Source: an optimization exercise on an open RTL-to-GDS flow (aim: small area, a short achievable clock period and few clock cycles). Production flows keep margins and buffers that such runs may drop. At most, simulation tests tie the RTL to the original design; equivalence was not proved. Power figures rest on the tool's default switching activity, not on a simulated workload.

## rlec_chan_enc
module rlec_chan_enc (
    input  wire        clk,
    input  wire        rst_n,
    input  wire        in_valid,
    output wire        in_ready,
    input  wire [31:0] in_data,
    input  wire        in_last,
    output reg         out_valid,
    input  wire        out_ready,
    output reg  [31:0] out_data,
    output reg  [1:0]  out_kind,
    output reg         out_last
);
For scale: roughly 4900 cells after synthesis, about 74 I/O pins.
clock: 10.0 ns
lec_check: 0
cap_margin: 20
core_margin: 2
core_utilization: 50
slew_margin: 20
standard.sh (not shown) runs the stock make flow with config.mk's settings and CLKGATE_MAP_FILE= SYNTH_SCRIPT=/design/flow/synth_recipe.tcl, a recipe that flattens the netlist after the stock synthesis.
==> flow/flow/run.sh <==
#!/bin/bash
# The standard layout, with ORFS's timing repair aimed at 6.8 ns of setup
# slack instead of 0 (the clock period and constraints are unchanged).
set -euo pipefail
bash standard.sh synth > synth.log 2>&1
SETUP_SLACK_MARGIN=6.8 bash standard.sh > layout.log 2>&1
Edit:
==> flow/flow/run.sh (replaced) <==
#!/bin/bash
# The standard layout, with ORFS's timing repair aimed at 6.9 ns of setup
# slack instead of 0 (the clock period and constraints are unchanged).
set -euo pipefail
bash standard.sh synth > synth.log 2>&1
SETUP_SLACK_MARGIN=6.9 bash standard.sh > layout.log 2>&1
Settings changed: CORE_UTILIZATION 50 to 60.
What happened:
- core utilization came out higher by 14 points
- global-route usage came out higher by 8.1 points
- total power came out lower by about 2.8%
Edit:
==> flow/flow/run.sh (replaced) <==
#!/bin/bash
# The standard layout, with ORFS's timing repair aimed at 6.7 ns of setup
# slack instead of 0 (the clock period and constraints are unchanged).
set -euo pipefail
bash standard.sh synth > synth.log 2>&1
SETUP_SLACK_MARGIN=6.7 bash standard.sh > layout.log 2>&1
After rerunning: Synthesized cell count does not change; die area does not change; setup slack gets worse by 120 ps; total power is higher slightly; final area is lower by a few percent; area after synthesis is unchanged.
Edit:
==> flow/flow/run.sh (replaced) <==
#!/bin/bash
# The standard layout, with ORFS's timing repair aimed at 6.8 ns of setup
# slack instead of 0 (the clock period and constraints are unchanged).
set -euo pipefail
bash standard.sh synth > synth.log 2>&1
SETUP_SLACK_MARGIN=6.8 bash standard.sh > layout.log 2>&1
Settings changed: CORE_UTILIZATION 60 to 70.
What happened:
- The new run completed with no timing, DRC or antenna violations
- total power grows by 0.97%
- design area is higher by 0.94%
- die area decreases by 14%
- worst setup slack is better by 55 ps
- combinational power increases by 4.8%
- non-clock buffer count climbs by 22
Edit:
Settings changed: CORE_UTILIZATION 70 to 60.
Result: The changed run produced a clean layout; via count drops by 5.0%; routed wire length drops by 3.2%; non-clock buffer count climbs by 6; final cell count climbs by 2.1%.
Function was not checked in any run of this note: the RTL went through the layout flow alone.


rlec_chan_enc, a different RTL version from the one above (not shown whole).
Size: about 1,100 flip-flops.
// rlec_chan_enc
module rlec_chan_enc (
    input  wire        clk,
    input  wire        rst_n,
    input  wire        in_valid,
    output wire        in_ready,
    input  wire [31:0] in_data,
    input  wire        in_last,
    output reg         out_valid,
    input  wire        out_ready,
    output reg  [31:0] out_data,
    output reg  [1:0]  out_kind,
    output reg         out_last
);
    localparam NS = 15;                     
    localparam [1:0] O_IDLE = 2'd0, O_TAB = 2'd2, O_RUN = 2'd3;
    function [31:0] norm;
        input [31:0] v;
        norm = (v == 32'h80000000) ? 32'h0 : v;
    endfunction
    function [1:0] cmp31;
        input [30:0] a, b;
        reg [31:0] d, v;
        integer w, i;
        begin
            d = {1'b0, a ^ b};
            v = {1'b0, b};
            for (w = 1; w < 32; w = w * 2)
                for (i = 0; i < 32; i = i + 2 * w) begin
                    v[i] = d[i + w] ? v[i + w] : v[i];
                    d[i] = d[i + w] | d[i];
                end
            cmp31 = {d[0] & v[0], ~d[0]};
        end
    endfunction
    function [1:0] kcmp;
        input [31:0] a, b;
        reg [1:0] m;
        begin
            m = cmp31(a[30:0], b[30:0]);
            case ({a[31], b[31]})
                2'b00: kcmp = {m[1], m[0]};
                2'b01: kcmp = 2'b00;
                2'b10: kcmp = 2'b10;
                default: kcmp = {~m[1] & ~m[0], m[0]};
            endcase
        end
    endfunction
    function [3:0] enc15;
        input [NS-1:0] oh;
        integer e;
        begin
            enc15 = 4'd0;
  ...
Settings: LEC_CHECK=0, CAP_MARGIN=20, CORE_MARGIN=2, CORE_UTILIZATION=60, SLEW_MARGIN=20; clock period 10.0 ns.
==> flow/flow/run.sh <==
#!/bin/bash
# The standard layout, with ORFS's timing repair aimed at 6.8 ns of setup
# slack instead of 0 (the clock period and constraints are unchanged).
set -euo pipefail
bash standard.sh synth > synth.log 2>&1
SETUP_SLACK_MARGIN=6.8 bash standard.sh > layout.log 2>&1
The starting point went through all stages and came out clean.
Testbench counts at the start, summed over its fixed seeds: cycles 10,409.
Then changed:
Settings changed: PLACE_DENSITY set to 0.75.
Effect: The new run passed the timing, design-rule and antenna checks; total power went down by 0.33%; sequential power barely changes; non-clock buffer count came out lower by 12; maximum frequency came out higher by 0.31%; worst setup slack improved by 10 ps; routed wire length came out lower by 2.5%; global-route usage goes down by 0.69 points.


Another version of the RTL of rlec_chan_enc (not shown whole).
Size: about 4900 cells after synthesis, ~74 I/O pins.
clock: 10.0 ns
lec_check: 0
cap_margin: 20
core_margin: 2
core_utilization: 60
slew_margin: 20
==> flow/flow/run.sh <==
#!/bin/bash
# The standard layout, with ORFS's timing repair aimed at 6.9 ns of setup
# slack instead of 0 (the clock period and constraints are unchanged).
set -euo pipefail
bash standard.sh synth > synth.log 2>&1
SETUP_SLACK_MARGIN=6.9 bash standard.sh > layout.log 2>&1
Next try:
==> flow/flow/run.sh (replaced) <==
#!/bin/bash
# The standard layout, with ORFS's timing repair aimed at 6.8 ns of setup
# slack instead of 0 (the clock period and constraints are unchanged).
set -euo pipefail
bash standard.sh synth > synth.log 2>&1
SETUP_SLACK_MARGIN=6.8 bash standard.sh > layout.log 2>&1
Result: Core utilization drops by 1.9 points; register-to-register slack is better by 0.11 ns; clock skew is about the same; worst setup slack gets better by 0.11 ns; cell area drops by 2.6%; wire length drops by 3.9%.
No functional check of the RTL was part of any run of this note.

==> separate check: timing with driven ports <==
The results above use ideal ports. As a check the final layouts listed here were re-extracted and re-timed, cells and wires unchanged. Step 1 sets driving cells, clkbuf_16 on the clock port and buf_2 on the other inputs (assumed; they add their load-dependent delay and slew). Step 2 also shifts input and output timing later by t, the mid clock arrival at the registers, as if the neighbouring blocks saw the same clock. a / b / c = ideal / step 1 / step 2; a / b = the first two.
| run | t, ns | setup WS [ns] | hold WS [ns] |
|---|---|---|---|
| the first run of note 1 | 0.797 | 6.669 / 6.647 / 6.076 | 0.357 / 0.357 / 0.357 |
| the second run of note 1 | 0.787 | 6.715 / 6.659 / 6.209 | 0.346 / 0.346 / 0.346 |
| the third run of note 1 | 0.774 | 6.597 / 6.597 / 5.942 | 0.345 / 0.345 / 0.345 |
| the fourth run of note 1 | 0.752 | 6.652 / 6.652 / 6.029 | 0.344 / 0.344 / 0.344 |
| the fifth run of note 1 | 0.772 | 6.667 / 6.667 / 6.080 | 0.350 / 0.350 / 0.350 |
| the first run of note 2 | 0.798 | 6.713 / 6.636 / 6.073 | 0.353 / 0.353 / 0.353 |
| the second run of note 2 | 0.773 | 6.723 / 6.670 / 6.022 | 0.352 / 0.352 / 0.352 |
| the first run of note 3 | 0.768 | 6.523 / 6.523 / 6.197 | 0.351 / 0.351 / 0.351 |
| the second run of note 3 | 0.767 | 6.634 / 6.634 / 6.114 | 0.353 / 0.353 / 0.353 |
After both steps every run listed still meets setup and hold. For the second run of note 2, which loses most, drivers alone change the setup slack by -0.053 ns; drivers and shift together by -0.701 ns.
